This is an optimization exercise on Yosys and OpenROAD, whose aim is small area and few clock cycles, not a production implementation. In this exercise RTL edits were held to simulation tests only and were not proved equivalent to the original. No activity file was given, so power comes from the tool's default toggle rates. The clock port is modelled as an ideal driver; clocking choices that lean on that would not hold on a real chip.

## monome_engine
module monome_engine (
    input  wire         clk,
    input  wire         rst,             
    input  wire         connected,       
    input  wire         rx_valid,
    input  wire [7:0]   rx_data,
    output wire         rx_ready,
    output wire         tx_valid,
    output wire [7:0]   tx_data,
    input  wire         tx_ready,
    output wire         idle,
    output wire [511:0] grid_led,
    output reg          grid_dirty,
    output reg          arc_dirty,
    input  wire         grid_dirty_clr,
    input  wire         arc_dirty_clr,
    output wire         gq_valid,
    output wire [7:0]   gq_x,
    output wire [7:0]   gq_y,
    output wire         gq_pressed,
    input  wire         gq_pop,
    output wire         aq_valid,
    output wire         aq_press,        
    output wire [7:0]   aq_index,
    output wire [7:0]   aq_value,        
    input  wire         aq_pop
);
    function [5:0] plast;
        input [7:0] o;
        begin
            case (o)
                8'h17, 8'h19, 8'h51, 8'h52:                 plast = 6'd62;   
                8'h06, 8'h08, 8'h10, 8'h11, 8'h20, 8'h21,
                8'h50, 8'h91:                               plast = 6'd63;   
                8'h04, 8'h15, 8'h16, 8'h18, 8'h90:          plast = 6'd0;    
                8'h93:                                      plast = 6'd1;    
                8'h1B, 8'h1C:                               plast = 6'd3;    
                8'h14:                                      plast = 6'd7;    
                8'h02:                                      plast = 6'd29;   
                8'h92:                                      plast = 6'd30;   
                default:                                    plast = 6'd31;   
            endcase
        end
    endfunction
  ...
Settings: LEC_CHECK=0, CAP_MARGIN=20, CORE_MARGIN=2, CORE_UTILIZATION=60, SLEW_MARGIN=20; clock period 10.0 ns.
standard.sh (not shown) runs the stock make flow with config.mk's settings and CLKGATE_MAP_FILE= SYNTH_SCRIPT=/design/flow/synth_recipe.tcl, a recipe that flattens the netlist after the stock synthesis.
==> flow/flow/run.sh <==
#!/bin/bash
# The standard layout, with these changes:
# - after the standard synthesis, its combinational cells are mapped again
#   with an area-oriented ABC script (reopt.tcl, area.abc); flip-flops are
#   kept as they are, with their names and cell types;
# - port buffers use the smallest buffer cell;
# - clock tree synthesis adds no dummy loads and clusters up to 25
#   flip-flops (within 150 um) per leaf buffer.
set -euo pipefail
export BUFFER_PORTS_ARGS="-buffer_cell sky130_fd_sc_hd__buf_1"
export CTS_ARGS="-sink_clustering_enable -repair_clock_nets -dont_use_dummy_load -sink_clustering_size 25 -sink_clustering_max_diameter 150"
R=orfs/results/${FLOW_PLATFORM}/monome_engine/base
YOSYS=${YOSYS_EXE:-$FLOW_HOME/../tools/install/yosys/bin/yosys}
LIB=$FLOW_HOME/platforms/sky130hd/lib/sky130_fd_sc_hd__tt_025C_1v80.lib

bash standard.sh synth > standard_synth.log 2>&1

cp $R/1_2_yosys.v $R/1_2_yosys_standard.v
export REOPT_IN=$R/1_2_yosys_standard.v
export REOPT_OUT=$R/1_2_yosys.v
export REOPT_LIB=$LIB
export REOPT_SCRIPT=flow/area.abc
export REOPT_DONT_USE="$(grep -oE 'cell *\("?sky130_fd_sc_hd__(lpflow|probe)[a-z0-9_]*' $LIB | sed -E 's/cell *\("?//' | sort -u | tr '\n' ' ')"
$YOSYS -c flow/reopt.tcl > reopt.log 2>&1
rm -f $R/1_synth.odb $R/1_synth.sdc

bash standard.sh finish > standard_flow.log 2>&1
==> flow/flow/area.abc <==
strash
dch -f
map -a
mfs2
strash
dch -f
map -a
topo
==> flow/flow/reopt.tcl <==
# Re-map the combinational cells of the standard synthesis's netlist with
# an area-oriented ABC script. Flip-flops are kept as black boxes, so every
# register keeps its instance name and cell type.
# env: REOPT_IN, REOPT_OUT, REOPT_LIB, REOPT_SCRIPT, REOPT_DONT_USE
yosys read_liberty -ignore_miss_func $::env(REOPT_LIB)
yosys read_verilog $::env(REOPT_IN)
yosys hierarchy -top monome_engine
yosys setattr -mod -set blackbox 1 sky130_fd_sc_hd__*df*
yosys flatten
yosys opt -purge
set du {}
foreach c $::env(REOPT_DONT_USE) { lappend du -dont_use $c }
yosys abc -liberty $::env(REOPT_LIB) -script $::env(REOPT_SCRIPT) {*}$du
yosys opt_clean -purge
yosys hilomap -singleton -hicell sky130_fd_sc_hd__conb_1 HI -locell sky130_fd_sc_hd__conb_1 LO
yosys splitnets
yosys opt_clean -purge
yosys rename -enumerate
yosys blackbox sky130_fd_sc_hd__*
yosys hierarchy -top monome_engine
yosys tee -o reopt_stat.txt stat -liberty $::env(REOPT_LIB)

yosys write_verilog -noattr -nohex -nodec $::env(REOPT_OUT)
The baseline went through all stages and came out clean.
Testbench counts at the start, summed over its fixed seeds: cycles 35,137.
==> next run, changes <==
- CORE_UTILIZATION: 60 -> 75
The changed run completed without violations.
Wire length came out higher by 19%.
Utilization came out higher by 17 points.
Global-route usage came out higher by 16 points.
Synthesized area does not change.
Sequential share of layout area came out higher by 0.44 points.
Clock-buffer cell count stays the same.
Total power came out higher by 2.8%.
Die area came out lower by 20%.
==> next run, changes <==
--- a/flow/flow/run.sh
+++ b/flow/flow/run.sh
@@ -7 +7 @@
-# - clock tree synthesis adds no dummy loads and clusters up to 25
+# - clock tree synthesis adds no dummy loads and clusters up to 30
@@ -11 +11 @@
-export CTS_ARGS="-sink_clustering_enable -repair_clock_nets -dont_use_dummy_load -sink_clustering_size 25 -sink_clustering_max_diameter 150"
+export CTS_ARGS="-sink_clustering_enable -repair_clock_nets -dont_use_dummy_load -sink_clustering_size 30 -sink_clustering_max_diameter 150"
- CAP_MARGIN: 20 -> 10
- CORE_UTILIZATION: 75 -> 60
- SLEW_MARGIN: 20 -> 10
Setup slack gains 0.66 ns.
Synthesized area does not change.
Via count went down by 12%.
Critical path depth went up by 1.
Cell count went up by about 4%.
Die area went up by 25%.
==> next run, changes <==
--- a/flow/flow/run.sh
+++ b/flow/flow/run.sh
@@ -7 +7 @@
-# - clock tree synthesis adds no dummy loads and clusters up to 30
+# - clock tree synthesis adds no dummy loads and clusters up to 25
@@ -11 +11 @@
-export CTS_ARGS="-sink_clustering_enable -repair_clock_nets -dont_use_dummy_load -sink_clustering_size 30 -sink_clustering_max_diameter 150"
+export CTS_ARGS="-sink_clustering_enable -repair_clock_nets -dont_use_dummy_load -sink_clustering_size 25 -sink_clustering_max_diameter 150"
- GPL_TIMING_DRIVEN: not set -> 0
Outcome: Sequential share of layout area falls by 1.0 points; total power came out higher slightly; non-clock buffer count shrinks by 2; hold slack gains 0.021 ns; global-route usage goes down by 0.45 points; final area climbs slightly; die area does not change; sequential power is about the same; register-to-register slack loses 0.23 ns.

* * *

Setup of job 8021:
Another version of the RTL of monome_engine (not shown whole).
For scale: roughly 2100 cells after synthesis, ~580 I/O pins, about 33000 µm² of cells after synthesis.
Settings: LEC_CHECK=0, CAP_MARGIN=20, CORE_MARGIN=2, CORE_UTILIZATION=60, SLEW_MARGIN=20; clock period 10.0 ns.
==> flow/flow/run.sh <==
#!/bin/bash
# The standard layout, with these changes:
# - after the standard synthesis, its combinational cells are mapped again
#   with an area-oriented ABC script (reopt.tcl, area.abc); flip-flops are
#   kept as they are, with their names and cell types (the standard
#   netlist is kept if the new one looks broken);
# - port buffers use the smallest buffer cell;
# - clock tree synthesis adds no dummy loads and clusters up to 25
#   flip-flops (within 150 um) per leaf buffer.
set -euo pipefail
export BUFFER_PORTS_ARGS="-buffer_cell sky130_fd_sc_hd__buf_1"
export CTS_ARGS="-sink_clustering_enable -repair_clock_nets -dont_use_dummy_load -sink_clustering_size 25 -sink_clustering_max_diameter 150"
R=orfs/results/${FLOW_PLATFORM}/monome_engine/base
YOSYS=${YOSYS_EXE:-$FLOW_HOME/../tools/install/yosys/bin/yosys}
LIB=$FLOW_HOME/platforms/sky130hd/lib/sky130_fd_sc_hd__tt_025C_1v80.lib

bash standard.sh synth > standard_synth.log 2>&1

cp $R/1_2_yosys.v $R/1_2_yosys_standard.v
export REOPT_IN=$R/1_2_yosys_standard.v
export REOPT_OUT=$R/1_2_yosys.v
export REOPT_LIB=$LIB
export REOPT_SCRIPT=flow/area.abc
export REOPT_DONT_USE="$(grep -oE 'cell *\("?sky130_fd_sc_hd__(lpflow|probe)[a-z0-9_]*' $LIB | sed -E 's/cell *\("?//' | sort -u | tr '\n' ' ')"
$YOSYS -c flow/reopt.tcl > reopt.log 2>&1
# keep the standard netlist if the new one lost more than half of the
# combinational area (a sign that ABC's script went wrong)
python3 - <<'PY' || cp $R/1_2_yosys_standard.v $R/1_2_yosys.v
import re, sys
def get(f):
    t = open(f).read()
    a = float(re.search(r"Chip area for module '\\monome_engine': ([0-9.]+)", t).group(1))
    q = float(re.search(r"used for sequential elements: ([0-9.]+)", t).group(1))
    return a - q
old, new = get('reopt_stat_in.txt'), get('reopt_stat.txt')
print('combinational area', old, '->', new)
sys.exit(0 if new > 0.5 * old else 1)
PY
rm -f $R/1_synth.odb $R/1_synth.sdc

bash standard.sh finish > standard_flow.log 2>&1
==> flow/flow/area.abc <==
strash
dch -f
amap
mfs2
strash
dch -f
amap
mfs2
strash
dch -f
amap
topo
==> flow/flow/reopt.tcl <==
# Re-map the combinational cells of the standard synthesis's netlist with
# an area-oriented ABC script. Flip-flops are kept as black boxes, so every
# register keeps its instance name and cell type.
# env: REOPT_IN, REOPT_OUT, REOPT_LIB, REOPT_SCRIPT, REOPT_DONT_USE
yosys read_liberty -ignore_miss_func $::env(REOPT_LIB)
yosys read_verilog $::env(REOPT_IN)
yosys hierarchy -top monome_engine
yosys tee -o reopt_stat_in.txt stat -liberty $::env(REOPT_LIB)
yosys setattr -mod -set blackbox 1 sky130_fd_sc_hd__*df*
yosys flatten
yosys opt -purge
set du {}
foreach c $::env(REOPT_DONT_USE) { lappend du -dont_use $c }
yosys abc -liberty $::env(REOPT_LIB) -script $::env(REOPT_SCRIPT) {*}$du
yosys opt_clean -purge
yosys hilomap -singleton -hicell sky130_fd_sc_hd__conb_1 HI -locell sky130_fd_sc_hd__conb_1 LO
yosys splitnets
yosys opt_clean -purge
yosys rename -enumerate
yosys blackbox sky130_fd_sc_hd__*
yosys hierarchy -top monome_engine
yosys tee -o reopt_stat.txt stat -liberty $::env(REOPT_LIB)

yosys write_verilog -noattr -nohex -nodec $::env(REOPT_OUT)
Testbench counts of job 8021, summed over its fixed seeds: cycles 35,207.
[inputs] job 9411 vs job 8021
-- flow/flow/run.sh --
<<< job 8021, line 5
#   kept as they are, with their names and cell types (the standard
#   netlist is kept if the new one looks broken);
>>> job 9411, line 5
#   kept as they are, with their names and cell types;
<<< job 8021, line 26
# keep the standard netlist if the new one lost more than half of the
# combinational area (a sign that ABC's script went wrong)
python3 - <<'PY' || cp $R/1_2_yosys_standard.v $R/1_2_yosys.v
import re, sys
def get(f):
    t = open(f).read()
    a = float(re.search(r"Chip area for module '\\monome_engine': ([0-9.]+)", t).group(1))
    q = float(re.search(r"used for sequential elements: ([0-9.]+)", t).group(1))
    return a - q
old, new = get('reopt_stat_in.txt'), get('reopt_stat.txt')
print('combinational area', old, '->', new)
sys.exit(0 if new > 0.5 * old else 1)
PY
>>> job 9411, line 25
==> flow/flow/area.abc <==
strash
dch -f
map -a
mfs2
strash
dch -f
map -a
topo
-- flow/flow/reopt.tcl --
<<< job 8021, line 8
yosys tee -o reopt_stat_in.txt stat -liberty $::env(REOPT_LIB)
>>> job 9411, line 8
--- outcome ---
Against job 8021, job 9411 reports a HPWL after detailed placement that is higher.
Looking at highest-delay cell along the critical path, the nor2_1 result is from job 9411; the clkinv_1 one comes from job 8021.
Changes observed in job 9411 relative to job 8021: synthesized cell count picked up an extra about 6%; critical path arrival lost 0.71 ns; non-clock buffer count lost 6.
Cell area after technology mapping, job 9411 and job 8021, lower one = job 8021.
## Diff of input files: job 8417 against job 9411
Settings: changing CAP_MARGIN from 20 to 10; changing SLEW_MARGIN from 20 to 10.
-- flow/flow/run.sh --
<<< job 9411, line 5
#   kept as they are, with their names and cell types;
>>> job 8417, line 5
#   kept as they are, with their names and cell types (the standard
#   netlist is kept if the new one looks broken);
<<< job 9411, line 7
# - clock tree synthesis adds no dummy loads and clusters up to 25
>>> job 8417, line 8
# - clock tree synthesis adds no dummy loads and clusters up to 30
<<< job 9411, line 11
export CTS_ARGS="-sink_clustering_enable -repair_clock_nets -dont_use_dummy_load -sink_clustering_size 25 -sink_clustering_max_diameter 150"
>>> job 8417, line 12
export CTS_ARGS="-sink_clustering_enable -repair_clock_nets -dont_use_dummy_load -sink_clustering_size 30 -sink_clustering_max_diameter 150"
<<< job 9411, line 25
>>> job 8417, line 26
# keep the standard netlist if the new one lost more than half of the
# combinational area (a sign that ABC's script went wrong)
python3 - <<'PY' || cp $R/1_2_yosys_standard.v $R/1_2_yosys.v
import re, sys
def get(f):
    t = open(f).read()
    a = float(re.search(r"Chip area for module '\\monome_engine': ([0-9.]+)", t).group(1))
    q = float(re.search(r"used for sequential elements: ([0-9.]+)", t).group(1))
    return a - q
old, new = get('reopt_stat_in.txt'), get('reopt_stat.txt')
print('combinational area', old, '->', new)
sys.exit(0 if new > 0.5 * old else 1)
PY
==> flow/flow/area.abc <==
strash
dch -f
amap
mfs2
strash
dch -f
amap
mfs2
strash
dch -f
amap
topo
-- flow/flow/reopt.tcl --
<<< job 9411, line 8
>>> job 8417, line 8
yosys tee -o reopt_stat_in.txt stat -liberty $::env(REOPT_LIB)
Results
Taking job 9411 as the reference, in job 8417 fraction of met3 tracks used by global routing now smaller; number of filler cells placed in the layout fell 85; relative slew slack fell by 7.1 points.

-- port drivers added, routing unchanged --
No port has a modelled driver above. Below, the same layouts with a new extraction and two added sets of constraints.
Step 1 assumes that a clkbuf_16 drives the clock port and a buf_2 every other input.
Step 2 also shifts input and output timing later by t, the mid clock arrival at the registers, as if the neighbouring blocks saw the same clock.
a / b / c = ideal ports / drivers / drivers and shift; a / b = the first two.
| run | t, ns | setup WS [ns] | hold slack, ns | worst register clock-pin slew, ns |
|---|---|---|---|---|
| the first run of note 1 | 0.674 | 3.145 / 3.080 / 2.804 | 0.309 / 0.309 / 0.309 | 0.10 / 0.10 |
| the second run of note 1 | 0.694 | 2.603 / 2.540 / 2.849 | 0.309 / 0.309 / 0.309 | 0.11 / 0.11 |
| the third run of note 1 | 0.649 | 3.262 / 3.197 / 2.781 | 0.280 / 0.280 / 0.280 | 0.12 / 0.12 |
| the fourth run of note 1 | 0.675 | 2.247 / 2.214 / 1.648 | 0.301 / 0.301 / 0.301 | 0.11 / 0.11 |
| job 8021 | 0.674 | 2.231 / 2.159 / 2.159 | 0.306 / 0.306 / 0.306 | 0.10 / 0.10 |
| job 9411 | 0.667 | 2.945 / 2.918 / 2.918 | 0.299 / 0.299 / 0.299 | 0.10 / 0.10 |
| job 8417 | 0.646 | 2.125 / 2.051 / 2.051 | 0.274 / 0.274 / 0.274 | 0.12 / 0.12 |
After both steps every run listed still meets setup and hold. For the fourth run of note 1, which loses most, drivers alone change the setup slack by -0.033 ns; drivers and shift together by -0.599 ns.
